Source: an optimization exercise on an open RTL-to-GDS flow (aim: small area). Production flows keep margins and buffers that such runs may drop.
In this exercise RTL edits were held to simulation tests only and were not proved equivalent to the original.
Power figures rest on the tool's default switching activity, not on a simulated workload.

## config.mk

```make
export PLATFORM = sky130hd
export DESIGN_NAME = elliott900
export DESIGN_NICKNAME = elliott900
export VERILOG_FILES = /design/flow/design.v
export SDC_FILE = /design/flow/constraint.sdc
export NUM_CORES = 4
export LEC_CHECK = 0
export CAP_MARGIN = 20
export CORE_MARGIN = 2
export CORE_UTILIZATION = 40
export PLACE_DENSITY = 0.6
export SLEW_MARGIN = 20
```

## design.v

```verilog
module elliott900 (
    input  wire        clk,
    input  wire        rst,           
    input  wire [17:0] start_addr,    
    input  wire [31:0] limit,         
    output wire        mem_req,
    output wire        mem_we,
    output wire [13:0] mem_addr,
    output wire [17:0] mem_wdata,
    input  wire        mem_ack,
    input  wire [17:0] mem_rdata,
    output wire        io_req,
    output wire [2:0]  io_dev,
    output wire [7:0]  io_out,
    input  wire        io_ack,
    input  wire [7:0]  io_in,
    input  wire [1:0]  io_status,
    output wire        halted,
    output wire [4:0]  exit_code,
    output wire [2:0]  fatal_cause,
    output wire [13:0] stop_addr,
    output wire [17:0] acc_a,
    output wire [17:0] acc_q
);
    localparam [4:0] S_INITL = 5'd0,  S_INITW = 5'd1,  S_INITS = 5'd2,  S_RSCR  = 5'd3,
                     S_INCS  = 5'd4,  S_WSCR  = 5'd5,  S_FETCH = 5'd6,  S_RB    = 5'd7,
                     S_EXEC  = 5'd8,  S_ROP   = 5'd9,  S_MSA   = 5'd10, S_MSTEP = 5'd11,
                     S_MFIN  = 5'd12, S_DZ    = 5'd13, S_DSTEP = 5'd14, S_DADJ  = 5'd15,
                     S_DMOV  = 5'd16, S_DFIN  = 5'd17, S_SHIFT = 5'd18, S_ROT   = 5'd19,
                     S_DAD2  = 5'd20, S_JMP   = 5'd21, S_STS1  = 5'd22, S_STS2  = 5'd23,
                     S_STORE = 5'd24, S_CHK   = 5'd25, S_W     = 5'd26, S_IOR   = 5'd27,
                     S_IOREQ = 5'd28, S_LT1   = 5'd29, S_DONE  = 5'd30, S_HALT  = 5'd31;
    localparam [3:0] H_STOP = 4'b1000, H_RDR = 4'b1001, H_TTY = 4'b1010,
                     H_LIM  = 4'b1011, H_OVF = 4'b1100;
    localparam [16*18-1:0] ROMV = {
        18'o217761, 18'o237766, 18'o100001, 18'o240001,
        18'o537764, 18'o364000, 18'o217767, 18'o237772,
        18'o364000, 18'o117775, 18'o017764, 18'o777775,
        18'o0, 18'o0, 18'o0, 18'o0};
    reg [4:0]  state;
    reg [5:0]  seq;
    reg        lvl;           
    reg [17:0] A, Q, T;
    reg [15:0] M;
    reg [3:0]  fn;
    reg        C, S, DS, SF;
    reg [3:0]  H;
    wire ack = mem_ack;
    wire [17:0] rd = mem_rdata;
    wire last    = seq == 6'd35;
    wire mbad    = M[15:14] != 2'b00;
    wire mzero   = M[12:0] == 13'd0;
    wire m_scr   = M == {13'd0, lvl, lvl, 1'b0};
    wire m_prot  = !lvl && M[13:4] == 10'b0111111111 && (M[3] | M[2]);
    wire [12:0] key = M[12:0];
    wire k_rdr   = key == 13'd2048;
    wire k_tty   = key == 13'd2052;
    wire k_plot  = key == 13'd4864;
    wire k_pun   = key == 13'd6144;
    wire k_tto   = key == 13'd6148;
    wire k_lt    = key == 13'd7168;
    wire k_read  = k_rdr | k_tty;
    wire is_jmp  = fn == 4'd7 || fn == 4'd8 || fn == 4'd9;
    wire fn_is_init = fn == 4'd15;
    reg xa, xa17, xm, xm13, xt, xtl, xtr, xinv, xb;
    reg ygl, yg13, yg14, ygh, yrom, ysa, yinv, cin;
    wire [17:0] t_l = {T[16:0], xb};         
    wire [17:0] t_r = {C, T[17:1]};          
    wire [17:0] xs  = ({xa17, {17{xa}}} & A)
                    | ({2'b00, {2{xm}}, xm | xm13, {13{xm}}} & {2'b00, M})
                    | ({18{xt}}  & T)
                    | ({18{xtl}} & t_l)
                    | ({18{xtr}} & t_r);
    wire [18:0] X = {(xtl & T[17]) | (xtr & C), xs} ^ {19{xinv}};
    wire [17:0] yg = ({{3{ygh}}, yg14, yg13, {13{ygl}}} & rd)
                   | ({18{yrom}} & ROMV[seq[3:0]*18 +: 18])
                   | ({18{ysa}} & start_addr);
    wire [18:0] Y = {yg[17], yg} ^ {19{yinv}};
    wire [6:0]   c1;
    wire [18:0]  Z;
    wire [11:6]  s2, h2, a2;
    wire [18:12] s3, h3, a3;
    assign c1[0] = cin;
    genvar gi;
    generate
        for (gi = 0; gi < 6; gi = gi + 1) begin : g_b1
            assign Z[gi]    = X[gi] ^ Y[gi] ^ c1[gi];
            assign c1[gi+1] = (X[gi] & Y[gi]) | (c1[gi] & (X[gi] ^ Y[gi]));
        end
    endgenerate
    assign s2[6] = X[6] ^ Y[6];
    assign h2[6] = X[6] & Y[6];
    assign a2[6] = 1'b1;
    generate
        for (gi = 7; gi < 12; gi = gi + 1) begin : g_b2
            assign s2[gi] = X[gi] ^ Y[gi] ^ h2[gi-1];
            assign h2[gi] = (X[gi] & Y[gi]) | (h2[gi-1] & (X[gi] ^ Y[gi]));
            assign a2[gi] = a2[gi-1] & s2[gi-1];
        end
    endgenerate
    assign Z[11:6] = s2 ^ ({6{c1[6]}} & a2);
    wire c12 = h2[11] | (c1[6] & a2[11] & s2[11]);
    assign s3[12] = X[12] ^ Y[12];
    assign h3[12] = X[12] & Y[12];
    assign a3[12] = 1'b1;
    generate
        for (gi = 13; gi < 19; gi = gi + 1) begin : g_b3
            assign s3[gi] = X[gi] ^ Y[gi] ^ h3[gi-1];
            assign h3[gi] = (X[gi] & Y[gi]) | (h3[gi-1] & (X[gi] ^ Y[gi]));
            assign a3[gi] = a3[gi-1] & s3[gi-1];
        end
    endgenerate
    assign Z[18:12] = s3 ^ ({7{c12}} & a3);
    wire zz = Z[17:0] == 18'd0;
    reg        mreq, mwe;
    reg [1:0]  asel;     
    always @(*) begin
        mreq = 1'b0; mwe = 1'b0; asel = 2'd0;
        case (state)
            S_INITW: begin mreq = 1'b1; mwe = 1'b1; asel = 2'd3; end
            S_RSCR:  begin mreq = 1'b1; asel = 2'd1; end
            S_WSCR:  begin mreq = 1'b1; mwe = 1'b1; asel = 2'd1; end
            S_FETCH: begin mreq = 1'b1; end
            S_RB:    begin mreq = 1'b1; asel = 2'd2; end
            S_ROP, S_MSTEP, S_DSTEP, S_DADJ: mreq = 1'b1;
            S_STS1, S_STS2, S_CHK, S_LT1: begin mreq = 1'b1; asel = 2'd1; end
            S_W: begin
                mreq = 1'b1; mwe = 1'b1;
                asel = (is_jmp | fn_is_init) ? 2'd1 : (fn == 4'd0) ? 2'd2 : 2'd0;
            end
            default: ;
        endcase
    end
    assign mem_req   = mreq;
    assign mem_we    = mwe;
    assign mem_addr  = (asel == 2'd0) ? M[13:0] :
                       (asel == 2'd3) ? {1'b0, 9'h1ff, seq[3:0]} :
                                        {11'd0, lvl, lvl, asel == 2'd2};
    assign mem_wdata = T;
    assign io_req = state == S_IOREQ;
    assign io_dev = k_rdr ? 3'd0 : k_tty ? 3'd1 : k_plot ? 3'd2 : k_pun ? 3'd3 : 3'd4;
    assign io_out = {A[7] & k_pun, A[6] & !k_plot, A[5:0]};
    assign halted      = state == S_HALT;
    assign exit_code   = H[3] ? {H[2], H == H_LIM, H == H_TTY, H == H_RDR, 1'b0} : 5'd1;
    assign fatal_cause = H[2:0];
    assign stop_addr   = M[13:0];
    assign acc_a       = A;
    assign acc_q       = Q;
    reg [31:0] cnt;
    reg [4:0]  ph;
    reg        cp, cy, ceq, cnz, cclr;
    wire cph0    = ph == 5'd0;
    wire ccy     = cph0 ? cp : cy;
    wire cnb     = ~cclr & (cnt[0] ^ ccy);
    wire cnt_ok  = cph0 & ~cp;
    wire cnt_hit = ceq & cnz;
    reg  cnt_inc;
    always @(posedge clk) begin
        if (rst) begin
            ph   <= 5'd0;
            cp   <= 1'b0;
            cclr <= 1'b1;
        end else begin
            ph <= ph + 5'd1;
            if (ph == 5'd31) cclr <= 1'b0;
            cp <= cnt_inc | (cp & ~cph0);
        end
        cnt <= {cnb, cnt[31:1]};
        cy  <= cnt[0] & ccy;
        ceq <= (cph0 | ceq) & (cnb == limit[ph]);
        cnz <= (~cph0 & cnz) | cnb;
    end
    localparam [2:0] AM_HOLD = 3'd0, AM_Z = 3'd1, AM_SHL = 3'd2, AM_SHR = 3'd3,
                     AM_IO = 3'd4, AM_SHL0 = 3'd5, AM_AND = 3'd6;
    localparam [1:0] QM_HOLD = 2'd0, QM_Z = 2'd1, QM_SHL = 2'd2, QM_SHR = 2'd3;
    reg [2:0] am;
    reg [1:0] qm;
    reg [1:0] qsin;      
    reg       qrz;       
    reg       dfin;
    reg       t_ld, m_ld, seq_inc;
    reg [4:0] nstate;
    reg       seq_set; reg [5:0] seq_v;
    reg       h_set;   reg [3:0] h_v;
    reg       c_set;   reg c_v;
    reg       s_set, ds_set, sf_set;
    reg       sf_v;
    reg       lvl_set, fn_ld;
    wire dsub = ~(T[17] ^ DS);
    wire qbit = ~Z[18];
    wire dneg = S ^ DS;
    always @(*) begin
        xa = 0; xa17 = 0; xm = 0; xm13 = 0; xt = 0; xtl = 0; xtr = 0; xinv = 0; xb = 0;
        ygl = 0; yg13 = 0; yg14 = 0; ygh = 0; yrom = 0; ysa = 0; yinv = 0; cin = 0;
        am = AM_HOLD; qm = QM_HOLD; qsin = 2'd0; qrz = 0; dfin = 0;
        t_ld = 0; m_ld = 0; seq_inc = 0; nstate = state;
        seq_set = 0; seq_v = 6'd0; h_set = 0; h_v = 4'd0;
        c_set = 0; c_v = 0; s_set = 0; ds_set = 0; sf_set = 0; sf_v = 0;
        lvl_set = 0; fn_ld = 0; cnt_inc = 0;
        case (state)
            S_INITL: begin
                yrom = 1; t_ld = 1; nstate = S_INITW;
            end
            S_INITW: begin
                am = AM_Z; qm = QM_Z;                        
                if (ack) begin
                    seq_inc = 1;
                    nstate = (seq[3:0] == 4'd15) ? S_INITS : S_INITL;
                end
            end
            S_INITS: begin
                ysa = 1; t_ld = 1; fn_ld = 1; nstate = S_W;
            end
            S_RSCR: begin
                ygl = 1; yg13 = 1; yg14 = 1; ygh = 1;
                sf_set = 1; sf_v = 0;
                if (ack) begin
                    if (rd[17:14] != 4'd0) begin
                        h_set = 1; h_v = 4'd1; nstate = S_HALT;
                    end else begin
                        m_ld = 1; nstate = S_INCS;
                    end
                end
            end
            S_INCS: begin xm = 1; cin = 1; t_ld = 1; nstate = S_WSCR; end
            S_WSCR: if (ack) nstate = S_FETCH;
            S_FETCH: begin
                xm13 = 1; ygl = 1;
                if (ack) begin
                    m_ld = 1; fn_ld = 1; cnt_inc = 1;
                    nstate = rd[17] ? S_RB : S_EXEC;
                end
            end
            S_RB: begin
                xm = 1; ygl = 1; yg13 = 1; yg14 = 1; ygh = 1;
                if (ack) begin m_ld = 1; nstate = S_EXEC; end
            end
            S_EXEC: begin
                case (fn)
                    4'd0, 4'd1, 4'd2, 4'd4, 4'd6, 4'd10, 4'd12, 4'd13: begin
                        t_ld = 1; c_set = 1; c_v = 0;
                        seq_set = 1; seq_v = (fn == 4'd12) ? 6'd18 : 6'd0;
                        nstate = S_ROP;
                    end
                    4'd3: begin seq_set = 1; seq_v = 6'd0; nstate = S_ROT; end
                    4'd5: begin xa = 1; xa17 = 1; t_ld = 1; nstate = S_STORE; end
                    4'd11: nstate = S_STS1;
                    4'd7: begin xa = 1; xa17 = 1; sf_set = 1; sf_v = zz; nstate = S_DZ; end
                    4'd8: nstate = S_JMP;
                    4'd9: nstate = A[17] ? S_JMP : S_DONE;
                    4'd14: begin
                        seq_set = 1; seq_v = 6'd0;
                        if (M[12] != M[11]) begin
                            h_set = 1; h_v = 4'd3; nstate = S_HALT;
                        end else nstate = S_SHIFT;
                    end
                    default: begin
                        seq_set = 1; seq_v = 6'd29;
                        xa = 1; xa17 = 1; t_ld = 1;                 
                        if (k_lt) nstate = lvl ? S_DONE : S_LT1;
                        else if (k_read) nstate = S_IOR;
                        else if (k_plot | k_pun | k_tto) nstate = S_IOREQ;
                        else begin h_set = 1; h_v = 4'd4; nstate = S_HALT; end
                    end
                endcase
                if (mbad && fn != 4'd7 && fn != 4'd8 && fn != 4'd9 && fn != 4'd11 &&
                    fn != 4'd14 && fn != 4'd15) begin
                    h_set = 1; h_v = 4'd2; nstate = S_HALT;
                end
            end
            S_ROP: begin
                ygl = 1; yg13 = 1; yg14 = 1; ygh = 1;
                case (fn)
                    4'd0:  if (ack) begin qm = QM_Z; t_ld = 1; nstate = S_W; end
                    4'd1:  begin xa = 1; xa17 = 1;
                                 if (ack) begin am = AM_Z; nstate = S_DONE; end end
                    4'd2:  begin xa = 1; xa17 = 1; xinv = 1; cin = 1;
                                 if (ack) begin am = AM_Z; nstate = S_DONE; end end
                    4'd4:  if (ack) begin am = AM_Z; nstate = S_DONE; end
                    4'd6:  if (ack) begin am = AM_AND; nstate = S_DONE; end
                    4'd10: begin cin = 1;
                                 if (ack) begin t_ld = 1; nstate = S_STORE; end end
                    4'd12: if (ack) nstate = S_MSA;
                    default: if (ack) begin    
                        s_set = 1; ds_set = 1;
                        sf_set = 1; sf_v = zz;
                        nstate = S_DZ;
                    end
                endcase
            end
            S_MSA: begin xa = 1; xa17 = 1; qm = QM_Z; nstate = S_MSTEP; end
            S_DZ: if (fn[3]) begin                        
                      if (SF) begin h_set = 1; h_v = 4'd5; nstate = S_HALT; end
                      else nstate = S_DSTEP;
                  end else nstate = SF ? S_JMP : S_DONE;      
            S_MSTEP: begin
                xtr = 1;
                ygl = Q[0]; yg13 = Q[0]; yg14 = Q[0]; ygh = Q[0];
                yinv = Q[0] & last; cin = Q[0] & last;
                if (ack) begin
                    t_ld = 1; c_set = 1; c_v = Z[18];
                    qm = QM_SHR; qrz = 1; seq_inc = 1;
                    if (last) nstate = S_MFIN;
                end
            end
            S_MFIN: begin
                xt = 1; am = AM_Z; qm = QM_SHL; qsin = 2'd2; nstate = S_DONE;
            end
            S_DSTEP: begin
                xtl = 1; xb = A[17] ^ S;
                ygl = 1; yg13 = 1; yg14 = 1; ygh = 1; yinv = dsub; cin = dsub;
                if (ack) begin
                    t_ld = 1; seq_inc = 1;
                    if (last) begin
                        c_set = 1; c_v = qbit; nstate = S_DADJ;
                    end else begin
                        am = AM_SHL; qm = QM_SHL; qsin = 2'd1;
                    end
                end
            end
            S_DADJ: begin
                xt = 1; xinv = 1;
                ygl = ~T[17]; yg13 = ~T[17]; yg14 = ~T[17]; ygh = ~T[17];
                yinv = DS & ~T[17]; cin = DS & ~T[17];
                if (ack) begin
                    sf_set = 1; sf_v = zz;
                    nstate = S_DAD2;
                end
            end
            S_DAD2: begin
                c_set = 1; c_v = (C ^ dneg) & ((S & SF) ^ dneg);
                s_set = 1; sf_set = 1; sf_v = 0;
                seq_set = 1; seq_v = 6'd18;
                nstate = S_DMOV;
            end
            S_DMOV: begin
                am = AM_SHL; qm = QM_SHL; qsin = 2'd0; seq_inc = 1;
                if (last) nstate = S_DFIN;
            end
            S_DFIN: begin
                xa = 1; xa17 = 1; xinv = S; cin = C;
                am = AM_Z; qm = QM_Z; dfin = 1; nstate = S_DONE;
            end
            S_SHIFT: begin
                xm = 1;
                if (M[12]) cin = 1; else yinv = 1;
                if (mzero) nstate = S_DONE;
                else begin
                    m_ld = 1; seq_inc = 1;
                    if (M[12]) begin am = AM_SHR; qm = QM_SHR; end
                    else       begin am = AM_SHL; qm = QM_SHL; qsin = 2'd0; end
                    if (last) nstate = S_DONE;
                end
            end
            S_ROT: begin
                xa = 1;
                am = AM_SHL; qm = QM_SHL; qsin = 2'd2; seq_inc = 1;
                if (seq == 6'd17) t_ld = 1;
                if (last) nstate = S_STORE;
            end
            S_JMP: begin xm = 1; t_ld = 1; nstate = S_CHK; end
            S_STS1: begin
                yg13 = 1; yg14 = 1;
                if (ack) begin qm = QM_Z; nstate = S_STS2; end
            end
            S_STS2: begin
                ygl = 1;
                if (ack) begin
                    t_ld = 1;
                    if (mbad) begin h_set = 1; h_v = 4'd2; nstate = S_HALT; end
                    else nstate = S_STORE;
                end
            end
            S_STORE: nstate = m_prot ? S_DONE : m_scr ? S_CHK : S_W;
            S_CHK: begin
                xt = 1; xinv = 1; cin = fn == 4'd15;
                ygl = 1; yg13 = 1; yg14 = 1; ygh = 1;
                if (ack) begin
                    sf_set = 1; sf_v = zz;
                    nstate = (fn == 4'd15) ? S_DONE : S_W;
                end
            end
            S_W: if (ack) nstate = fn_is_init ? S_RSCR : S_DONE;
            S_IOR: begin
                am = AM_SHL0; seq_inc = 1;
                if (last) nstate = S_IOREQ;
            end
            S_IOREQ: begin
                xt = 1;
                if (io_ack) begin
                case (io_status)
                    2'd0: begin
                        if (k_read) am = AM_IO;
                        nstate = S_DONE;
                    end
                    2'd1: begin h_set = 1; h_v = k_rdr ? H_RDR : H_TTY; end
                    2'd2: begin h_set = 1; h_v = H_OVF; end
                    default: begin h_set = 1; h_v = 4'd6; end
                endcase
                if (io_status != 2'd0) begin
                    if (k_read) am = AM_Z;      
                    nstate = S_HALT;
                end
                end
            end
            S_LT1: begin
                xinv = 1; ygl = 1; yg13 = 1; yg14 = 1; ygh = 1;
                if (ack) begin t_ld = 1; lvl_set = 1; nstate = S_CHK; end
            end
            S_DONE: begin
                xt = 1;
                if (cnt_ok) begin
                    if (cnt_hit) begin h_set = 1; h_v = H_LIM; nstate = S_HALT; end
                    else if (SF) begin
                        m_ld = 1; h_set = 1; h_v = H_STOP; nstate = S_HALT;
                    end
                    else nstate = S_RSCR;
                end
            end
            default: ;
        endcase
    end
    always @(posedge clk) begin
        if (rst) begin
            state  <= S_INITL;
            seq    <= 6'd4;
            lvl    <= 1'b0;
        end else begin
            state <= nstate;
            if (seq_set)      seq <= seq_v;
            else if (seq_inc) seq <= seq + 6'd1;
            if (lvl_set) lvl <= 1'b1;
        end
    end
    always @(posedge clk) begin
        if (t_ld) T <= Z[17:0];
        if (m_ld) M <= Z[15:0];
        if (fn_ld) fn <= (state == S_INITS) ? 4'd15 : rd[16:13];
        if (c_set) C <= c_v;
        if (s_set) S <= (state == S_DAD2) ? dneg : A[17];
        if (ds_set) DS <= rd[17];
        if (sf_set) SF <= sf_v;
        if (h_set) H <= h_v;
        case (am)
            AM_Z:    A <= {Z[17:1], Z[0] | dfin};
            AM_SHL:  A <= {A[16:0], Q[17]};
            AM_SHL0: A <= {A[16:0], 1'b0};
            AM_SHR:  A <= {A[17], A[17:1]};
            AM_IO:   A <= {A[17:8], A[7] | io_in[7], io_in[6:0]};
            AM_AND:  A <= A & rd;
            default: ;
        endcase
        case (qm)
            QM_Z:   Q <= {Z[17:1], Z[0] & ~dfin};
            QM_SHL: Q <= {Q[16:0], (qsin == 2'd1) ? qbit : (qsin == 2'd2) ? A[17] : 1'b0};
            QM_SHR: Q <= {qrz ? Z[0] : A[0], Q[17:1]};
            default: ;
        endcase
    end
endmodule
```

## constraint.sdc

```tcl
create_clock -name core_clock -period 7.0 [get_ports {clk}]
set_input_delay 1.4000 -clock core_clock [delete_from_list [all_inputs] [get_ports {clk}]]
set_output_delay 1.4000 -clock core_clock [all_outputs]
set_load 0.01 [all_outputs]
```

## run.sh

```bash
#!/bin/bash
# synth_recipe.tcl (not shown) runs the flow's synth.tcl, then flattens the netlist and writes it again
# the make line also repeats each setting of config.mk as NAME=value (left out here)
make -C /OpenROAD-flow-scripts/flow DESIGN_CONFIG=/design/flow/config.mk WORK_HOME=/design/flow/orfs CLKGATE_MAP_FILE= SYNTH_SCRIPT=/design/flow/synth_recipe.tcl finish
```

==> results of run 1 <==
## per-layer routing
| layer | vias up | share of wire (%) |
|---|---|---|
| li1 | 4548 | - |
| met1 | 4919 | 40 |
| met2 | 703 | 44 |
| met3 | 117 | 11 |
| met4 | 0 | 4.6 |
| met5 | - | 0 |
## critical path, stage by stage (launching register included)
cell and delay [ns]:
dfxtp_1 0.70, buf_4 0.34, nor2b_1 0.09, a22oi_1 0.14, nor2_1 0.08, a311oi_1 0.25, buf_4 0.19, o21ai_2 0.06
buf_4 0.21, nand2_1 0.09, nand3_1 0.12, xor2_1 0.17, ha_1 0.22, fa_1 0.39, fa_1 0.41, fa_1 0.40
fa_1 0.40, fa_1 0.50, ha_1 0.18, o211ai_1 0.14, nor2_1 0.26, nand4_1 0.15, xnor2_1 0.16, xnor2_1 0.15
xnor2_1 0.27, mux2i_1 0.22, o22ai_1 0.09
## cell type report
cell class | instances | share of cell area (%)
clock inverter | 14 | 1.221
multi-input combinational | 840 | 45.30
tap | 330 | 3.198
sequential | 136 | 27.44
clock buffer | 18 | 3.401
timing repair buffer | 248 | 18.10
inverter | 46 | 1.337
## power groups by stage
| stage | clock network, mW | registers (mW) | logic (mW) |
|---|---|---|---|
| 6_report | 0.929 | 1.84 | 4.68 |
| 2_1_floorplan | 0 | 1.73 | 2.69 |
| 3_3_place_gp | 0 | 1.84 | 4.52 |
| 3_5_place_dp | 0 | 1.84 | 4.56 |
| 4_1_cts | 0.939 | 1.82 | 4.59 |
| 5_1_grt | 0.975 | 1.86 | 4.99 |
## logic make-up after synthesis
group | after synthesis | synth area share, %
flip-flops | 136 | 35.18
adder cells (fa/ha/maj) | 41 | 6.285
multiplexers | 32 | 4.546
buffers and inverters | 153 | 6.968
AO/OA/AOI/OAI | 293 | 21.50
XOR/XNOR | 61 | 5.304
AND/OR/NAND/NOR | 413 | 20.22
## what timing repair did
item / 4_1_cts / 5_1_grt
resized for setup: 0 / 1
endpoints found under the setup margin: 0 / 2
hold buffers: 0 / 0
hold endpoints to repair: 0 / 0
setup buffers: 0 / 0
## cells in the final DEF, fill, tap and decap left out, types with 25 or more instances in the layout
cell	n
clkdlybuf4s50_1	186
nand2_1	121
nor2_1	89
edfxtp_1	82
buf_4	60
a21oi_1	59
nand3_1	55
dfxtp_1	54
inv_1	46
nor3_1	37
o21ai_0	37
xnor2_1	32
xor2_1	29
ha_1	25
## metrics by stage
| step | cell area, um^2 | hold WS (ns) | cells | util [%] | worst slack, ns |
|---|---|---|---|---|---|
| 6_report | 12910 | 0.3194 | 1632 | 51.72 | 0.3742 |
| 5_1_grt | 12910 | 0.3325 | 1632 | 51.72 | 0.002461 |
| 4_1_cts | 12900 | 0.3202 | 1631 | 51.67 | 0.4454 |
| 3_5_place_dp | 12300 | 0.3128 | 1599 | 49.28 | 0.2449 |
| 3_3_place_gp | 12300 | 0.3107 | 1599 | 49.28 | 0.3285 |
| 2_1_floorplan | 10070 | 0.3096 | 1129 | - | 0.9103 |
## how the worst min path moves through the flow
stage | from | endpoint | slack, ns | depth (start not counted)
2_1_floorplan | cnt[1] | cnt[0] | 0.31 | 0
3_3_place_gp | cnt[5] | cnt[4] | 0.31 | 0
3_5_place_dp | cnt[1] | cnt[0] | 0.31 | 0
4_1_cts | cnt[2] | cnt[1] | 0.32 | 0
5_1_grt | cnt[26] | cnt[25] | 0.33 | 0
6_report | cnt[2] | cnt[1] | 0.32 | 0
## registers in the layout, indices dropped and copies added, names as in the netlist, 4 cells and up
register,flops
T,18
H,4
M,16
state,5
cnt,32
seq,6
Q,18
A,18
fn,4
ph,5
==> results_dict.tcl, run 1 <==
set metrics [dict create \
    switchingPower_mw 3.536 \
    use_met1_pct 41.79 \
    yosysUniqueCellTypes 80 \
    met2_usage_pct 48.52 \
    grt_pass1_wl_um 61650 \
    setup_violations 0 \
    drive_above_1_share_pct 10.45 \
    dr.first_iter.drc_count 1298 \
    rrSetupSlack_ns 0.37 \
    synth_top_area_share_pct 24.44 \
    maxCapViolCount 0 \
    core_area_mm2 0.02496 \
    grt_overflow 0 \
    outcome "finished clean" \
    pwr-share-seq_pct 24.7 \
    vias 10290 \
    grtUsageMet3_pct 6.519 \
    clk_latency_ns 0.44 \
    p_clk_share_pct 12.5 \
    numPortBuffers 186 \
    h-tree-depth 4 \
    top_usage_layer "met2" \
    crit_start "state[3]" \
    tightest_slew_ns 1.104 \
    slew_violations 0 \
    via_per_inst 6.303 \
    start_util_pct 40.35 \
    arrival_ns 6.80 \
    yosys-top-cells-count "121 x nand2_1, 89 x nor2_1, 82 x edfxtp_1, 59 x a21oi_1, 55 x nand3_1" \
    relSlewSlack_pct 26.12 \
    regToRegStartpoint "state[3]" \
    critPathCaptureType "flop" \
    dieArea_mm2 0.02647 \
    gp_congestion 1.015 \
    track_usage_pct 31.25 \
    synth_edf_count 82 \
    fmax_ghz 0.1509 \
    num_rows 58 \
    yosysMostFrequentCell "nand2_1" \
    clock_tree.buffer_depth 2 \
    antenna_found_initial 0 \
    fp.dieW_um 162.7 \
    required_ns 7.17 \
    cts-root-buf "clkbuf_16" \
    period_share_pct 94.65 \
    multiInputGateArea_mm2 0.005848 \
    cp-endpoint "C" \
    ir_drop_uv 342.8 \
    drcViolationCount 0 \
    diodes 0 \
    fillCellCount 2323 \
    r2r-end "C" \
    netlist_area_mm2 0.01007 \
    pwr_density_cell_mw_per_mm2 576.7 \
    synthCells 1129 \
    yosysTopAreaCell "edfxtp_1" \
    seq_area_frac_synth_pct 35.18 \
    io_pins 187 \
    fin_worst_skew_ns 0.01432 \
    chipHeight_um 162.7 \
    synth-seq-cells 136 \
    internal_power_mw 3.910 \
    period_minus_slack_ns 6.626 \
    synth_nets 1252 \
    synth_area_leaders "edfxtp_1 24%, dfxtp_1 11%, nand2_1 4.5%, nor2_1 3.3%, fa_1 3.2%" \
    yosys_warnings 1 \
    hpwl_um 32000 \
    register_area_mm2 0.003543 \
    clock-sinks 136 \
    synth_flop_cell "edfxtp_1" \
    synth_area_per_cell_um2 8.922 \
    cts_buffers 17 \
    avgRoutedWirePerCell_um 25.65 \
    grt_start_max_net_pins 37 \
    cts_tree "done" \
    nets 1412 \
    hp-class "flop to flop" \
    crit_path_start_kind "flop" \
    critPathKind "flop to flop" \
    grt_pass1_vias 9819 \
    total_power_mw 7.445 \
    hold_viol 0 \
    async_reset_ff_share_pct 0 \
    path_clk_slew_ns 0.08 \
    reg2reg_depth 26 \
    area_growth_pct 28.17 \
    crit_fanout 17 \
    rsz0062_at_grt "false" \
    ant_nets 0 \
    dr.pass1.iters 9 \
    swShare_pct 47.49 \
    leakage_nw 5.030 \
    finalSetupTns_ns 0 \
    drt-total-wl_um 41860 \
    power_frac_comb_pct 62.8 \
]
==> run 2: changes to the inputs <==
--- a/design.v
+++ b/design.v
@@ -443,17 +443,23 @@
         if (h_set) H <= h_v;
-        case (am)
-            AM_Z:    A <= {Z[17:1], Z[0] | dfin};
-            AM_SHL:  A <= {A[16:0], Q[17]};
-            AM_SHL0: A <= {A[16:0], 1'b0};
-            AM_SHR:  A <= {A[17], A[17:1]};
-            AM_IO:   A <= {A[17:8], A[7] | io_in[7], io_in[6:0]};
-            AM_AND:  A <= A & rd;
-            default: ;
-        endcase
-        case (qm)
-            QM_Z:   Q <= {Z[17:1], Z[0] & ~dfin};
-            QM_SHL: Q <= {Q[16:0], (qsin == 2'd1) ? qbit : (qsin == 2'd2) ? A[17] : 1'b0};
-            QM_SHR: Q <= {qrz ? Z[0] : A[0], Q[17:1]};
-            default: ;
-        endcase
+    end
+    wire aZ = am == AM_Z,   aL = am == AM_SHL | am == AM_SHL0, aR = am == AM_SHR;
+    wire aN = am == AM_AND, aI = am == AM_IO,  aH = am == AM_HOLD;
+    wire qZ = qm == QM_Z,   qL = qm == QM_SHL, qR = qm == QM_SHR, qH = qm == QM_HOLD;
+    wire a_in0 = (am == AM_SHL) & Q[17];
+    wire q_in0 = (qsin == 2'd1) ? qbit : (qsin == 2'd2) ? A[17] : 1'b0;
+    wire q_in17 = qrz ? Z[0] : A[0];
+    wire [17:0] a_io = {A[17:8], A[7] | io_in[7], io_in[6:0]};
+    wire [17:0] a_d = ({18{aZ}} & {Z[17:1], Z[0] | dfin})
+                    | ({18{aL}} & {A[16:0], a_in0})
+                    | ({18{aR}} & {A[17], A[17:1]})
+                    | ({18{aN}} & A & rd)
+                    | ({18{aI}} & a_io)
+                    | ({18{aH}} & A);
+    wire [17:0] q_d = ({18{qZ}} & {Z[17:1], Z[0] & ~dfin})
+                    | ({18{qL}} & {Q[16:0], q_in0})
+                    | ({18{qR}} & {q_in17, Q[17:1]})
+                    | ({18{qH}} & Q);
+    always @(posedge clk) begin
+        A <= a_d;
+        Q <= q_d;
     end
==> flow/run.sh (new file) <==
#!/bin/bash
# The standard layout, with the port buffers made from the smallest buffer cell.
set -euo pipefail
export BUFFER_PORTS_ARGS="-buffer_cell sky130_fd_sc_hd__buf_1"
bash standard.sh > standard.log 2>&1
==> standard.sh (new file) <==
#!/bin/bash
# synth_recipe.tcl (not shown) runs the flow's synth.tcl, then flattens the netlist and writes it again
# the make line also repeats each setting of config.mk as NAME=value (left out here)
make -C /OpenROAD-flow-scripts/flow DESIGN_CONFIG=/design/flow/config.mk WORK_HOME=/design/flow/orfs CLKGATE_MAP_FILE= SYNTH_SCRIPT=/design/flow/synth_recipe.tcl "${@:-finish}"
removed: run.sh
==> run 2 against run 1 <==
Sequential share of layout area up 0.21 points; final cell count down 0.86%; area after synthesis down 3.1%; die area shrank 3.0%; sequential cell count did not move; critical endpoint unchanged; highest routed layer unchanged; critical path type unchanged; core utilization down 3.9 points; non-clock buffer count rose by 12; routed wire length down 6.1%; via count down 2.3%; largest power group unchanged; combinational power fell by 14%.
==> results_dict.tcl, run 2 <==
set metrics [dict create \
    maxCapViolCount 0 \
    swShare_pct 50.48 \
    start_util_pct 40.50 \
    numPortBuffers 186 \
    drt-total-wl_um 39290 \
    path_clk_slew_ns 0.07 \
    hpwl_um 30220 \
    period_minus_slack_ns 6.661 \
    tightest_slew_ns 1.126 \
    netlist_area_mm2 0.009763 \
    antenna_found_initial 0 \
    outcome "finished clean" \
    register_area_mm2 0.003187 \
    chipHeight_um 160.2 \
    internal_power_mw 3.195 \
    synth_adder_area_share_pct 5.972 \
    fmax_ghz 0.1501 \
    grt_start_max_net_pins 25 \
    seq_area_frac_synth_pct 32.60 \
    synth-xor-area-share_pct 5.793 \
    finalSetupTns_ns 0 \
    dr.pass1.iters 8 \
    cts_buffers 17 \
    setup_slack_ns 0.3387 \
    synth_compound_area_share_pct 20.01 \
    drive_above_1_share_pct 13.60 \
    synth_area_per_cell_um2 8.851 \
    fillCellCount 2391 \
    pwr_density_cell_mw_per_mm2 560.0 \
    dp_slack_ns 0.2544 \
    track_usage_pct 30.11 \
    switchingPower_mw 3.257 \
    hp-class "flop to flop" \
    layout_commonest_cell "buf_1" \
    cts-root-buf "clkbuf_16" \
    grt_pass1_wl_um 58930 \
    crit_path_start_kind "flop" \
    ant_nets 0 \
    cts_tree "done" \
    avgRoutedWirePerCell_um 24.28 \
    synthCells 1103 \
    multiInputGateArea_mm2 0.005919 \
    clock-sinks 136 \
    yosysTopAreaCell "dfxtp_1" \
    synth_top_family_by_area "simple AND/OR/NAND/NOR gates" \
    yosys_warnings 1 \
    ir_drop_uv 304.2 \
    yosys-top-cells-count "125 x nand2_1, 90 x dfxtp_1, 90 x nor2_1, 64 x a21oi_1, 48 x o21ai_0" \
    p_clk_share_pct 14.1 \
    area_growth_pct 18.02 \
    drcViolationCount 0 \
    synth-seq-cells 136 \
    dr.first_iter.drc_count 1578 \
    nets 1400 \
    diodes 0 \
    critPathCaptureType "flop" \
    synth_area_leaders "dfxtp_1 18%, edfxtp_1 14%, mux4_2 5.5%, nand2_1 4.8%, a222oi_1 4.1%" \
    rsz0062_at_grt "false" \
    required_ns 7.17 \
    total_power_mw 6.453 \
    power_frac_comb_pct 62.3 \
    synth_flop_cell "dfxtp_1" \
    h-tree-depth 4 \
    synth_top_area_share_pct 18.45 \
    grt_pass1_vias 9460 \
    grt_overflow 0 \
    synth_mux_area_share_pct 7.177 \
    core_area_mm2 0.02411 \
    top_register "cnt" \
    fp.dieW_um 160.2 \
    relSlewSlack_pct 24.92 \
    period_share_pct 95.16 \
    synth_edf_count 46 \
    pwr-share-seq_pct 23.6 \
    clk_latency_ns 0.44 \
    postCtsHoldBufs 0 \
    via_per_inst 6.214 \
    gp_congestion 1.019 \
    fin_worst_skew_ns 0.01631 \
    synth_simple_gate_area_share_pct 21.34 \
    setup_violations 0 \
    leakage_nw 4.464 \
    synth_nets 1222 \
    crit_fanout 18 \
    critPathKind "flop to flop" \
    hold_viol 0 \
    io_pins 187 \
    async_reset_ff_share_pct 0 \
    clock_tree.buffer_depth 2 \
    vias 10060 \
    largest_reg_flops 32 \
    dieArea_mm2 0.02567 \
    yosysUniqueCellTypes 89 \
    yosysMostFrequentCell "nand2_1" \
    most-common-layout-cells "186 x buf_1, 125 x nand2_1, 87 x dfxtp_1, 87 x nor2_1, 72 x buf_4" \
    slew_violations 0 \
    arrival_ns 6.83 \
    num_rows 57 \
]
[run 2: metal layers]
| metal | share of wire, % | vias up | wire [um] | GRT usage, % |
|---|---|---|---|---|
| met2 | 43 | 694 | 16790 | 44.06 |
| li1 | - | 4426 | - | - |
| met5 | 0 | - | 0 | 0 |
| met1 | 43 | 4843 | 16740 | 43.61 |
| met3 | 11 | 92 | 4476 | 6.675 |
| met4 | 3.3 | 0 | 1280 | 10.77 |
[run 2: final cells by class]
class	count	area share [%]
clock buffer	17	3.692
multi-input combinational	823	51.37
inverter	43	1.401
sequential	136	27.66
timing repair buffer	260	11.02
tap	324	3.518
clock inverter	15	1.336
[run 2: per-stage QoR]
stage,utilization [%],instance area (um^2),std cells,hold WS [ns]
floorplan,-,9763,1103,0.3096
global placement,45.21,10900,1584,0.3096
detailed placement,45.26,10910,1585,0.3121
CTS,47.66,11490,1617,0.3214
global route,47.80,11520,1618,0.3323
finish,47.80,11520,1618,0.3205
[run 2: cell families after synthesis]
| logic type | count (synthesis) |
|---|---|
| adder cells (fa/ha/maj) | 37 |
| AO/OA/AOI/OAI | 275 |
| multiplexers | 35 |
| AND/OR/NAND/NOR | 413 |
| buffers and inverters | 144 |
| XOR/XNOR | 63 |
| flip-flops | 136 |
[run 2: power by group through the flow]
stage                     combinational (mW)  sequential (mW)  clock [mW]
after floorplan                         2.42             1.45           0
after global placement                  3.87             1.52           0
after detailed placement                3.89             1.51           0
after CTS                               3.90             1.50       0.915
after global routing                    4.28             1.54       0.946
final                                   4.02             1.52       0.908
[run 2: final timing paths]
kind	slack [ns]	end	start	cells after the start
worst min-delay path	0.32	cnt[3]	cnt[4]	0
worst max-delay path	0.34	C	state[3]	25
worst max register to register	0.34	C	state[3]	25
worst min register to register	0.32	cnt[3]	cnt[4]	0
[run 2: timing repair]
| item | 4_1_cts | 5_1_grt |
|---|---|---|
| buffers inserted | 0 | 0 |
| resized for setup | 0 | 8 |
| hold endpoints to repair | 0 | 0 |
| setup endpoints to repair | 0 | 3 |
[run 2: worst max-delay path: stages (launching register included)]
cell and delay [ns]:
dfxtp_1 0.53, buf_12 0.27, or3_1 0.39, nor2_1 0.33
buf_4 0.25, a32o_1 0.25, a21oi_1 0.07, xnor2_1 0.18
fa_1 0.42, fa_1 0.39, fa_1 0.39, fa_1 0.39
fa_1 0.37, inv_1 0.09, nand3_1 0.14, nor2_2 0.16
and3_1 0.18, ha_1 0.16, o211ai_1 0.15, nor2_2 0.17
and2_1 0.21, nand3_1 0.11, xnor3_1 0.38, xor2_2 0.18
nand4_1 0.12, o211ai_1 0.09
==> run 3: changes to the inputs <==
--- a/design.v
+++ b/design.v
@@ -40,17 +40,17 @@
     reg [4:0]  state;
-    reg [5:0]  seq;
+    reg [2:0]  sql, sqh;
     reg        lvl;           
     reg [17:0] A, Q, T;
-    reg [15:0] M;
+    reg [13:0] Ml;
+    reg [1:0]  Mh;
     reg [3:0]  fn;
     reg        C, S, DS, SF;
-    reg [3:0]  H;
     wire ack = mem_ack;
     wire [17:0] rd = mem_rdata;
-    wire last    = seq == 6'd35;
-    wire mbad    = M[15:14] != 2'b00;
-    wire mzero   = M[12:0] == 13'd0;
-    wire m_scr   = M == {13'd0, lvl, lvl, 1'b0};
-    wire m_prot  = !lvl && M[13:4] == 10'b0111111111 && (M[3] | M[2]);
-    wire [12:0] key = M[12:0];
+    wire last    = {sqh, sql} == 6'd35;
+    wire mbad    = Mh != 2'b00;
+    wire mzero   = Ml[12:0] == 13'd0;
+    wire m_scr   = {Mh, Ml} == {13'd0, lvl, lvl, 1'b0};
+    wire m_prot  = !lvl && Ml[13:4] == 10'b0111111111 && (Ml[3] | Ml[2]);
+    wire [12:0] key = Ml[12:0];
     wire k_rdr   = key == 13'd2048;
@@ -65,3 +65,3 @@
     reg xa, xa17, xm, xm13, xt, xtl, xtr, xinv, xb;
-    reg ygl, yg13, yg14, ygh, yrom, ysa, yinv, cin;
+    reg ygl, yg13, ygh, yrom, ysa, yinv, cin;
     wire [17:0] t_l = {T[16:0], xb};         
@@ -69,3 +69,3 @@
     wire [17:0] xs  = ({xa17, {17{xa}}} & A)
-                    | ({2'b00, {2{xm}}, xm | xm13, {13{xm}}} & {2'b00, M})
+                    | ({2'b00, {2{xm}}, xm | xm13, {13{xm}}} & {2'b00, Mh, Ml})
                     | ({18{xt}}  & T)
@@ -74,4 +74,4 @@
     wire [18:0] X = {(xtl & T[17]) | (xtr & C), xs} ^ {19{xinv}};
-    wire [17:0] yg = ({{3{ygh}}, yg14, yg13, {13{ygl}}} & rd)
-                   | ({18{yrom}} & ROMV[seq[3:0]*18 +: 18])
+    wire [17:0] yg = ({{3{ygh}}, yg13, yg13, {13{ygl}}} & rd)
+                   | ({18{yrom}} & ROMV[{sqh[0], sql}*18 +: 18])
                    | ({18{ysa}} & start_addr);
@@ -135,4 +135,4 @@
     assign mem_we    = mwe;
-    assign mem_addr  = (asel == 2'd0) ? M[13:0] :
-                       (asel == 2'd3) ? {1'b0, 9'h1ff, seq[3:0]} :
+    assign mem_addr  = (asel == 2'd0) ? Ml[13:0] :
+                       (asel == 2'd3) ? {1'b0, 9'h1ff, {sqh[0], sql}} :
                                         {11'd0, lvl, lvl, asel == 2'd2};
@@ -143,5 +143,5 @@
     assign halted      = state == S_HALT;
-    assign exit_code   = H[3] ? {H[2], H == H_LIM, H == H_TTY, H == H_RDR, 1'b0} : 5'd1;
-    assign fatal_cause = H[2:0];
-    assign stop_addr   = M[13:0];
+    assign exit_code   = sqh[0] ? {sql[2], {sqh[0], sql} == H_LIM, {sqh[0], sql} == H_TTY, {sqh[0], sql} == H_RDR, 1'b0} : 5'd1;
+    assign fatal_cause = sql;
+    assign stop_addr   = Ml;
     assign acc_a       = A;
@@ -150,3 +150,4 @@
     reg [4:0]  ph;
-    reg        cp, cy, ceq, cnz, cclr;
+    reg        cp, cy, ceq, cnz;
+    wire       cclr = state == S_INITL || state == S_INITW;
     wire cph0    = ph == 5'd0;
@@ -161,6 +162,4 @@
             cp   <= 1'b0;
-            cclr <= 1'b1;
         end else begin
             ph <= ph + 5'd1;
-            if (ph == 5'd31) cclr <= 1'b0;
             cp <= cnt_inc | (cp & ~cph0);
@@ -193,3 +192,3 @@
         xa = 0; xa17 = 0; xm = 0; xm13 = 0; xt = 0; xtl = 0; xtr = 0; xinv = 0; xb = 0;
-        ygl = 0; yg13 = 0; yg14 = 0; ygh = 0; yrom = 0; ysa = 0; yinv = 0; cin = 0;
+        ygl = 0; yg13 = 0; ygh = 0; yrom = 0; ysa = 0; yinv = 0; cin = 0;
         am = AM_HOLD; qm = QM_HOLD; qsin = 2'd0; qrz = 0; dfin = 0;
@@ -207,3 +206,3 @@
                     seq_inc = 1;
-                    nstate = (seq[3:0] == 4'd15) ? S_INITS : S_INITL;
+                    nstate = ({sqh[0], sql} == 4'd15) ? S_INITS : S_INITL;
                 end
@@ -214,3 +213,3 @@
             S_RSCR: begin
-                ygl = 1; yg13 = 1; yg14 = 1; ygh = 1;
+                ygl = 1; yg13 = 1;  ygh = 1;
                 sf_set = 1; sf_v = 0;
@@ -234,3 +233,3 @@
             S_RB: begin
-                xm = 1; ygl = 1; yg13 = 1; yg14 = 1; ygh = 1;
+                xm = 1; ygl = 1; yg13 = 1;  ygh = 1;
                 if (ack) begin m_ld = 1; nstate = S_EXEC; end
@@ -252,3 +251,3 @@
                         seq_set = 1; seq_v = 6'd0;
-                        if (M[12] != M[11]) begin
+                        if (Ml[12] != Ml[11]) begin
                             h_set = 1; h_v = 4'd3; nstate = S_HALT;
@@ -271,3 +270,3 @@
             S_ROP: begin
-                ygl = 1; yg13 = 1; yg14 = 1; ygh = 1;
+                ygl = 1; yg13 = 1;  ygh = 1;
                 case (fn)
@@ -297,3 +296,3 @@
                 xtr = 1;
-                ygl = Q[0]; yg13 = Q[0]; yg14 = Q[0]; ygh = Q[0];
+                ygl = Q[0]; yg13 = Q[0];  ygh = Q[0];
                 yinv = Q[0] & last; cin = Q[0] & last;
@@ -310,3 +309,3 @@
                 xtl = 1; xb = A[17] ^ S;
-                ygl = 1; yg13 = 1; yg14 = 1; ygh = 1; yinv = dsub; cin = dsub;
+                ygl = 1; yg13 = 1;  ygh = 1; yinv = dsub; cin = dsub;
                 if (ack) begin
@@ -322,3 +321,3 @@
                 xt = 1; xinv = 1;
-                ygl = ~T[17]; yg13 = ~T[17]; yg14 = ~T[17]; ygh = ~T[17];
+                ygl = ~T[17]; yg13 = ~T[17];  ygh = ~T[17];
                 yinv = DS & ~T[17]; cin = DS & ~T[17];
@@ -345,3 +344,3 @@
                 xm = 1;
-                if (M[12]) cin = 1; else yinv = 1;
+                if (Ml[12]) cin = 1; else yinv = 1;
                 if (mzero) nstate = S_DONE;
@@ -349,3 +348,3 @@
                     m_ld = 1; seq_inc = 1;
-                    if (M[12]) begin am = AM_SHR; qm = QM_SHR; end
+                    if (Ml[12]) begin am = AM_SHR; qm = QM_SHR; end
                     else       begin am = AM_SHL; qm = QM_SHL; qsin = 2'd0; end
@@ -357,3 +356,3 @@
                 am = AM_SHL; qm = QM_SHL; qsin = 2'd2; seq_inc = 1;
-                if (seq == 6'd17) t_ld = 1;
+                if ({sqh, sql} == 6'd17) t_ld = 1;
                 if (last) nstate = S_STORE;
@@ -362,3 +361,3 @@
             S_STS1: begin
-                yg13 = 1; yg14 = 1;
+                yg13 = 1; 
                 if (ack) begin qm = QM_Z; nstate = S_STS2; end
@@ -376,3 +375,3 @@
                 xt = 1; xinv = 1; cin = fn == 4'd15;
-                ygl = 1; yg13 = 1; yg14 = 1; ygh = 1;
+                ygl = 1; yg13 = 1;  ygh = 1;
                 if (ack) begin
@@ -406,3 +405,3 @@
             S_LT1: begin
-                xinv = 1; ygl = 1; yg13 = 1; yg14 = 1; ygh = 1;
+                xinv = 1; ygl = 1; yg13 = 1;  ygh = 1;
                 if (ack) begin t_ld = 1; lvl_set = 1; nstate = S_CHK; end
@@ -425,3 +424,3 @@
             state  <= S_INITL;
-            seq    <= 6'd4;
+            {sqh, sql} <= 6'd4;
             lvl    <= 1'b0;
@@ -429,4 +428,5 @@
             state <= nstate;
-            if (seq_set)      seq <= seq_v;
-            else if (seq_inc) seq <= seq + 6'd1;
+            if (h_set)        {sqh, sql} <= {2'b00, h_v};      
+            else if (seq_set) {sqh, sql} <= seq_v;
+            else if (seq_inc) {sqh, sql} <= {sqh, sql} + 6'd1;
             if (lvl_set) lvl <= 1'b1;
@@ -436,3 +436,3 @@
         if (t_ld) T <= Z[17:0];
-        if (m_ld) M <= Z[15:0];
+        if (m_ld) {Mh, Ml} <= Z[15:0];
         if (fn_ld) fn <= (state == S_INITS) ? 4'd15 : rd[16:13];
@@ -442,3 +442,2 @@
         if (sf_set) SF <= sf_v;
-        if (h_set) H <= h_v;
     end
==> run 3 against run 2 <==
Clock power grew 2.8%; non-clock buffer count is 11 higher; critical path type unchanged; via count rose by 1.1%.
==> results_dict.tcl, run 3 <==
set metrics [dict create \
    yosysMostFrequentCell "nand2_1" \
    grt_overflow 0 \
    leakage_nw 4.366 \
    period_minus_slack_ns 6.544 \
    critPathCaptureType "flop" \
    core_area_mm2 0.02361 \
    nets 1429 \
    clk_latency_ns 0.44 \
    p_clk_share_pct 13.3 \
    register_area_mm2 0.003050 \
    top_register "cnt" \
    clock_tree.buffer_depth 2 \
    netlist_area_mm2 0.009681 \
    h-tree-depth 4 \
    drive_above_1_share_pct 15.19 \
    required_ns 7.18 \
    antenna_found_initial 2 \
    dr.first_iter.drc_count 1528 \
    drcViolationCount 0 \
    period_share_pct 93.48 \
    pwr_density_cell_mw_per_mm2 599.8 \
    swShare_pct 51.56 \
    dr.pass1.iters 10 \
    switchingPower_mw 3.611 \
    fin_util_pct 49.45 \
    async_reset_ff_share_pct 0 \
    synth_area_leaders "dfxtp_1 18%, edfxtp_1 13%, mux4_2 6.0%, nand2_1 5.7%, xnor2_1 4.0%" \
    io_pins 187 \
    fp.dieW_um 159.6 \
    synth_flop_cell "dfxtp_1" \
    relSlewSlack_pct 31.27 \
    slew_violations 0 \
    path_clk_slew_ns 0.07 \
    dp_slack_ns 0.3190 \
    track_usage_pct 31.87 \
    fin_worst_skew_ns 0.01466 \
    hold_viol 0 \
    avgRoutedWirePerCell_um 25.24 \
    vias 10170 \
    numPlacedInstances 1605 \
    chipHeight_um 159.6 \
    yosys-top-cells-count "147 x nand2_1, 89 x dfxtp_1, 72 x nor2_1, 67 x a21oi_1, 46 x inv_1" \
    ir_drop_uv 265.7 \
    dieArea_mm2 0.02546 \
    seq_area_frac_synth_pct 31.43 \
    layout_commonest_cell "buf_1" \
    clock-sinks 131 \
    grt_start_max_net_pins 27 \
    numPortBuffers 186 \
    pwr-share-seq_pct 22.0 \
    fin_cells 1643 \
    crit_fanout 12 \
    power_frac_comb_pct 64.7 \
    num_rows 56 \
    setup_violations 0 \
    yosysTopAreaCell "dfxtp_1" \
    fmax_ghz 0.1528 \
    critPathKind "flop to flop" \
    fillCellCount 2306 \
    cts_tree "done" \
    hpwl_um 32290 \
    yosys_warnings 1 \
    gp_congestion 1.056 \
    rrSetupSlack_ns 0.46 \
    area_growth_pct 20.62 \
    grt_pass1_wl_um 60870 \
    synth_nets 1228 \
    cts-root-buf "clkbuf_16" \
    synthCells 1109 \
    multiInputGateArea_mm2 0.006072 \
    most-common-layout-cells "186 x buf_1, 147 x nand2_1, 83 x dfxtp_1, 83 x buf_4, 72 x nor2_1" \
    finalSetupTns_ns 0 \
    maxCapViolCount 0 \
    internal_power_mw 3.392 \
    synth-seq-cells 131 \
    grt_pass1_vias 9262 \
    crit_path_start_kind "flop" \
    setup_slack_ns 0.4562 \
    tightest_slew_ns 1.023 \
    synth_edf_count 42 \
    hp-class "flop to flop" \
    start_util_pct 41.00 \
    synth_area_per_cell_um2 8.729 \
    holdWs_ns 0.3255 \
    synth_top_area_share_pct 18.41 \
    ant_nets 0 \
    arrival_ns 6.73 \
    yosysUniqueCellTypes 92 \
    cts_buffers 17 \
    largest_reg_flops 32 \
    via_per_inst 6.190 \
    drt-total-wl_um 41480 \
    rsz0062_at_grt "false" \
    outcome "finished clean" \
]
run 3: final cells by class:
class	instances	share of cell area, %
multi-input cells	838	52.00
flip-flops and latches	131	26.13
repair buffers	271	11.58
clock buffers	17	3.643
well taps	319	3.418
inverters	51	1.640
clock inverters	15	1.565
diodes	1	0.02143
run 3: what timing repair did:
item | 4_1_cts | 5_1_grt
endpoints found under the hold margin | 0 | 0
setup buffers | 0 | 4
gates resized for setup | 0 | 7
setup endpoints to repair | 0 | 2
hold buffers | 0 | 0
run 3: power groups by stage:
stage / Clock, mW / Sequential, mW / Combinational [mW]
2_1_floorplan: 0 / 1.42 / 2.68
3_3_place_gp: 0 / 1.54 / 4.37
3_5_place_dp: 0 / 1.54 / 4.36
4_1_cts: 0.944 / 1.52 / 4.38
5_1_grt: 0.972 / 1.56 / 4.82
6_report: 0.933 / 1.54 / 4.53
run 3: worst paths after layout:
kind	to	cells past startpoint	from
worst min-delay path	cnt[1]	0	cnt[2]
worst max register to register	C	26	sql[1]
worst max-delay path	C	26	sql[1]
worst min register to register	cnt[1]	0	cnt[2]
run 3: critical path: stages (launching register included):
cell      delay (ns)
dfxtp_1         0.56
inv_1           0.14
ha_1            0.24
o211ai_1        0.31
a21oi_1         0.19
a221oi_1        0.33
xnor2_1         0.20
fa_1            0.20
inv_1           0.05
fa_1            0.38
fa_1            0.42
fa_1            0.40
fa_1            0.39
fa_1            0.36
inv_1           0.08
nand3_1         0.11
nor2_1          0.21
and3_1          0.19
ha_1            0.15
o211ai_1        0.13
nor2_1          0.16
nand4_1         0.13
xnor2_1         0.16
xnor2_1         0.15
xnor2_1         0.24
nor2_1          0.08
a311o_1         0.28
run 3: cell families after synthesis:
logic type               synth area share (%)
multiplexers                            7.096
AND/OR/NAND/NOR                         20.30
XOR/XNOR                                5.519
buffers and inverters                   6.424
adder cells (fa/ha/maj)                 6.023
AO/OA/AOI/OAI                           23.20
flip-flops                              31.43
run 3: through the flow:
step           instance area, um^2  power [mW]
6_report                     11680       7.004
5_1_grt                      11670       7.353
4_1_cts                      11620       6.847
3_5_place_dp                 11010       5.898
3_3_place_gp                 11010       5.908
2_1_floorplan                 9681       4.104
run 3: routing by layer:
| layer | vias to the layer above | global-route usage, % | part of all wire [%] |
|---|---|---|---|
| met5 | - | 0 | 0 |
| met4 | 0 | 9.463 | 2.6 |
| met3 | 74 | 9.430 | 13 |
| met2 | 732 | 44.59 | 41 |
| met1 | 4854 | 47.02 | 43 |
| li1 | 4510 | - | - |
==> run 4: changes to the inputs <==
--- a/config.mk
+++ b/config.mk
@@ -7,6 +7,7 @@
 export LEC_CHECK = 0
-export CAP_MARGIN = 20
+export CAP_MARGIN = 10
 export CORE_MARGIN = 2
 export CORE_UTILIZATION = 40
+export GPL_TIMING_DRIVEN = 0
 export PLACE_DENSITY = 0.6
-export SLEW_MARGIN = 20
+export SLEW_MARGIN = 10
==> run 4 against run 3 <==
Combinational power grew 2%; design area is 1.2% higher; power fell by 0.11%; sequential share of layout area down 0.35 points; critical endpoint unchanged; critical path depth unchanged; via count rose by 2.2%; still clean on timing, DRC and antenna.
==> results_dict.tcl, run 4 <==
set metrics [dict create \
    synth-seq-cells 131 \
    setup_slack_ns 0.2554 \
    h-tree-depth 4 \
    dieArea_mm2 0.02546 \
    tightest_slew_ns 1.049 \
    synth_flop_cell "dfxtp_1" \
    grt_start_max_net_pins 17 \
    m1WireLength_um 19350 \
    crit_slowest_cell "nor2_2" \
    maxCapViolCount 0 \
    critPathKind "flop to flop" \
    synth_area_per_cell_um2 8.729 \
    clock-sinks 131 \
    drt-total-wl_um 44100 \
    dr.pass1.iters 9 \
    synth_edf_count 42 \
    met2WireLength_um 18620 \
    period_share_pct 96.35 \
    wl_met3_um 5130 \
    avgRoutedWirePerCell_um 26.55 \
    yosysTopAreaCell "dfxtp_1" \
    via_per_inst 6.259 \
    gp_congestion 1.051 \
    grt_pass1_wl_um 64760 \
    crit_path_max_incr_delay_ns 0.54 \
    fin_worst_skew_ns 0.01765 \
    pwr-share-seq_pct 20.7 \
    internal_power_mw 3.285 \
    core_area_mm2 0.02361 \
    nets 1448 \
    path_clk_slew_ns 0.08 \
    synth_nets 1228 \
    fp.dieW_um 159.6 \
    postCtsHoldBufs 0 \
    fin_util_pct 50.04 \
    cts_buffers 17 \
    outcome "finished clean" \
    layout_commonest_cell "buf_1" \
    fillCellCount 2365 \
    grt_pass1_vias 9694 \
    cts-root-buf "clkbuf_16" \
    numPortBuffers 185 \
    leakage_nw 4.394 \
    synth_area_leaders "dfxtp_1 18%, edfxtp_1 13%, mux4_2 6.0%, nand2_1 5.7%, xnor2_1 4.0%" \
    holdWs_ns 0.3248 \
    vias 10400 \
    pwr_density_cell_mw_per_mm2 592.1 \
    antenna_found_initial 1 \
    arrival_ns 6.94 \
    crit_path_frequent_cell "fa_1" \
    yosys_warnings 1 \
    relSlewSlack_pct 29.95 \
    netlist_area_mm2 0.009681 \
    hpwl_um 34250 \
    setup_violations 0 \
    fin_cells 1661 \
    period_minus_slack_ns 6.745 \
    chipHeight_um 159.6 \
    most-common-layout-cells "188 x buf_1, 145 x nand2_1, 87 x dfxtp_1, 66 x nor2_1, 65 x a21oi_1" \
    grt_overflow 0 \
    ant_nets 0 \
    slew_violations 0 \
    hp-class "flop to flop" \
    top_register "cnt" \
    fmax_ghz 0.1483 \
    synth_top_area_share_pct 18.41 \
    yosys-top-cells-count "147 x nand2_1, 89 x dfxtp_1, 72 x nor2_1, 67 x a21oi_1, 46 x inv_1" \
    synthCells 1109 \
    hold_viol 0 \
    dp_slack_ns -1.183 \
    crit_fanout 10 \
    highest_layer "met4" \
    placed_area_mm2 0.01080 \
    cts_tree "done" \
    yosysUniqueCellTypes 92 \
    crit_path_start_kind "flop" \
    fin_area_mm2 0.01182 \
    required_ns 7.20 \
    track_usage_pct 33.99 \
    io_pins 187 \
    swShare_pct 53.04 \
    yosysMostFrequentCell "nand2_1" \
    start_util_pct 41.00 \
    ir_drop_uv 298.9 \
    area_growth_pct 22.05 \
    drcViolationCount 0 \
    power_frac_comb_pct 66.1 \
    num_rows 56 \
    dr.first_iter.drc_count 1326 \
    switchingPower_mw 3.711 \
    drive_above_1_share_pct 15.50 \
    p_clk_share_pct 13.1 \
    numPlacedInstances 1614 \
    largest_reg_flops 32 \
    clock_tree.buffer_depth 2 \
    diodes 0 \
    async_reset_ff_share_pct 0 \
    critPathCaptureType "flop" \
    seq_area_frac_synth_pct 31.43 \
    clk_latency_ns 0.44 \
]
[run 4: cell types whose count changed in the layout (fill, tap and decap cells not counted), moves of 6 or more]
cell,previous run,this run
nor2_1,72,66
clkbuf_4,0,6
buf_2,0,9
buf_4,83,34
clkbuf_2,0,9
buf_6,1,11
clkbuf_1,0,29
[run 4: layout make-up]
cell class / instances / area, um^2 / area share (%)
well taps: 319 / 399.1 / 3.378
plain buffers: 85 / 550.5 / 4.660
clock inverters: 15 / 156.4 / 1.324
clock buffers: 17 / 425.4 / 3.601
inverters: 51 / 191.4 / 1.620
multi-input cells: 838 / 6198 / 52.46
flip-flops and latches: 131 / 3045 / 25.78
repair buffers: 205 / 848.3 / 7.180
[run 4: power groups by stage]
stage / Combinational, mW / Sequential (mW) / Clock, mW
6_report: 4.63 / 1.45 / 0.919
5_1_grt: 4.91 / 1.47 / 0.952
4_1_cts: 4.35 / 1.43 / 0.927
3_5_place_dp: 4.25 / 1.45 / 0
3_3_place_gp: 4.25 / 1.45 / 0
2_1_floorplan: 2.68 / 1.42 / 0
[run 4: layer usage]
layer | vias up | global-route usage (%)
met3 | 72 | 8.440
met5 | - | 0
met4 | 0 | 9.091
li1 | 4555 | -
met2 | 691 | 49.25
met1 | 5078 | 50.11
[run 4: logic make-up after synthesis]
kind of cell	after synthesis	share of synthesized area, %
compound gates	305	23.20
xor+xnor	61	5.519
fa+ha+maj	37	6.023
buf+inv	140	6.424
flops	131	31.43
mux	36	7.096
simple gates	399	20.30
[run 4: critical path: cells and delay by family (launching register included)]
kind / cells / cell delay [ns]
fa+ha+maj: 6 / 2.09
simple gates: 9 / 2.04
compound gates: 4 / 0.77
xor+xnor: 4 / 0.74
buf+inv: 3 / 0.46
flops: 1 / 0.37
[run 4: final timing paths]
kind	cells past startpoint	slack (ns)	end	from
max	26	0.26	C	state[3]
max reg2reg	26	0.26	C	state[3]
min reg2reg	0	0.32	cnt[10]	cnt[11]
min	0	0.32	cnt[10]	cnt[11]
[run 4: per-stage QoR]
stage          TNS (ns)  total power, mW
6_report              0            6.996
2_1_floorplan         0            4.104
3_5_place_dp     -15.33            5.694
3_3_place_gp     -20.55            5.698
4_1_cts               0            6.712
5_1_grt        -0.06436            7.331
[run 4: timing repair]
item                                    in CTS  in global routing
buffers inserted                             4                 15
endpoints found under the setup margin      32                 14
resized for setup                           49                 54
pin swaps                                    5                 12

separate check: timing with driven ports:
The results above use ideal ports. As a check the final layouts listed here were re-extracted and re-timed, cells and wires unchanged. Step 1 assumes that a clkbuf_16 drives the clock port and a buf_2 every other input. Step 2 also shifts input and output timing later by t, the mid clock arrival at the registers, as if the neighbouring blocks saw the same clock. Three values: no drivers, after step 1, after step 2; two values: the first two.
| run | t (ns) | setup WS [ns] | hold slack, ns | slew at the worst register clock pin (ns) | cell pins on the clock port's net |
|---|---|---|---|---|---|
| run 1 | 0.482 | 0.374 / 0.374 / 0.188 | 0.319 / 0.319 / 0.319 | 0.08 / 0.08 | 1 |
| run 2 | 0.480 | 0.339 / 0.339 / 0.217 | 0.320 / 0.320 / 0.320 | 0.08 / 0.08 | 1 |
| run 3 | 0.485 | 0.456 / 0.456 / 0.337 | 0.325 / 0.325 / 0.325 | 0.08 / 0.08 | 1 |
| run 4 | 0.485 | 0.255 / 0.255 / 0.255 | 0.325 / 0.325 / 0.325 | 0.08 / 0.08 | 1 |
After both steps every run listed still meets setup and hold. For run 1, which loses most, drivers alone change the setup slack by 0.000 ns; drivers and shift together by -0.186 ns.
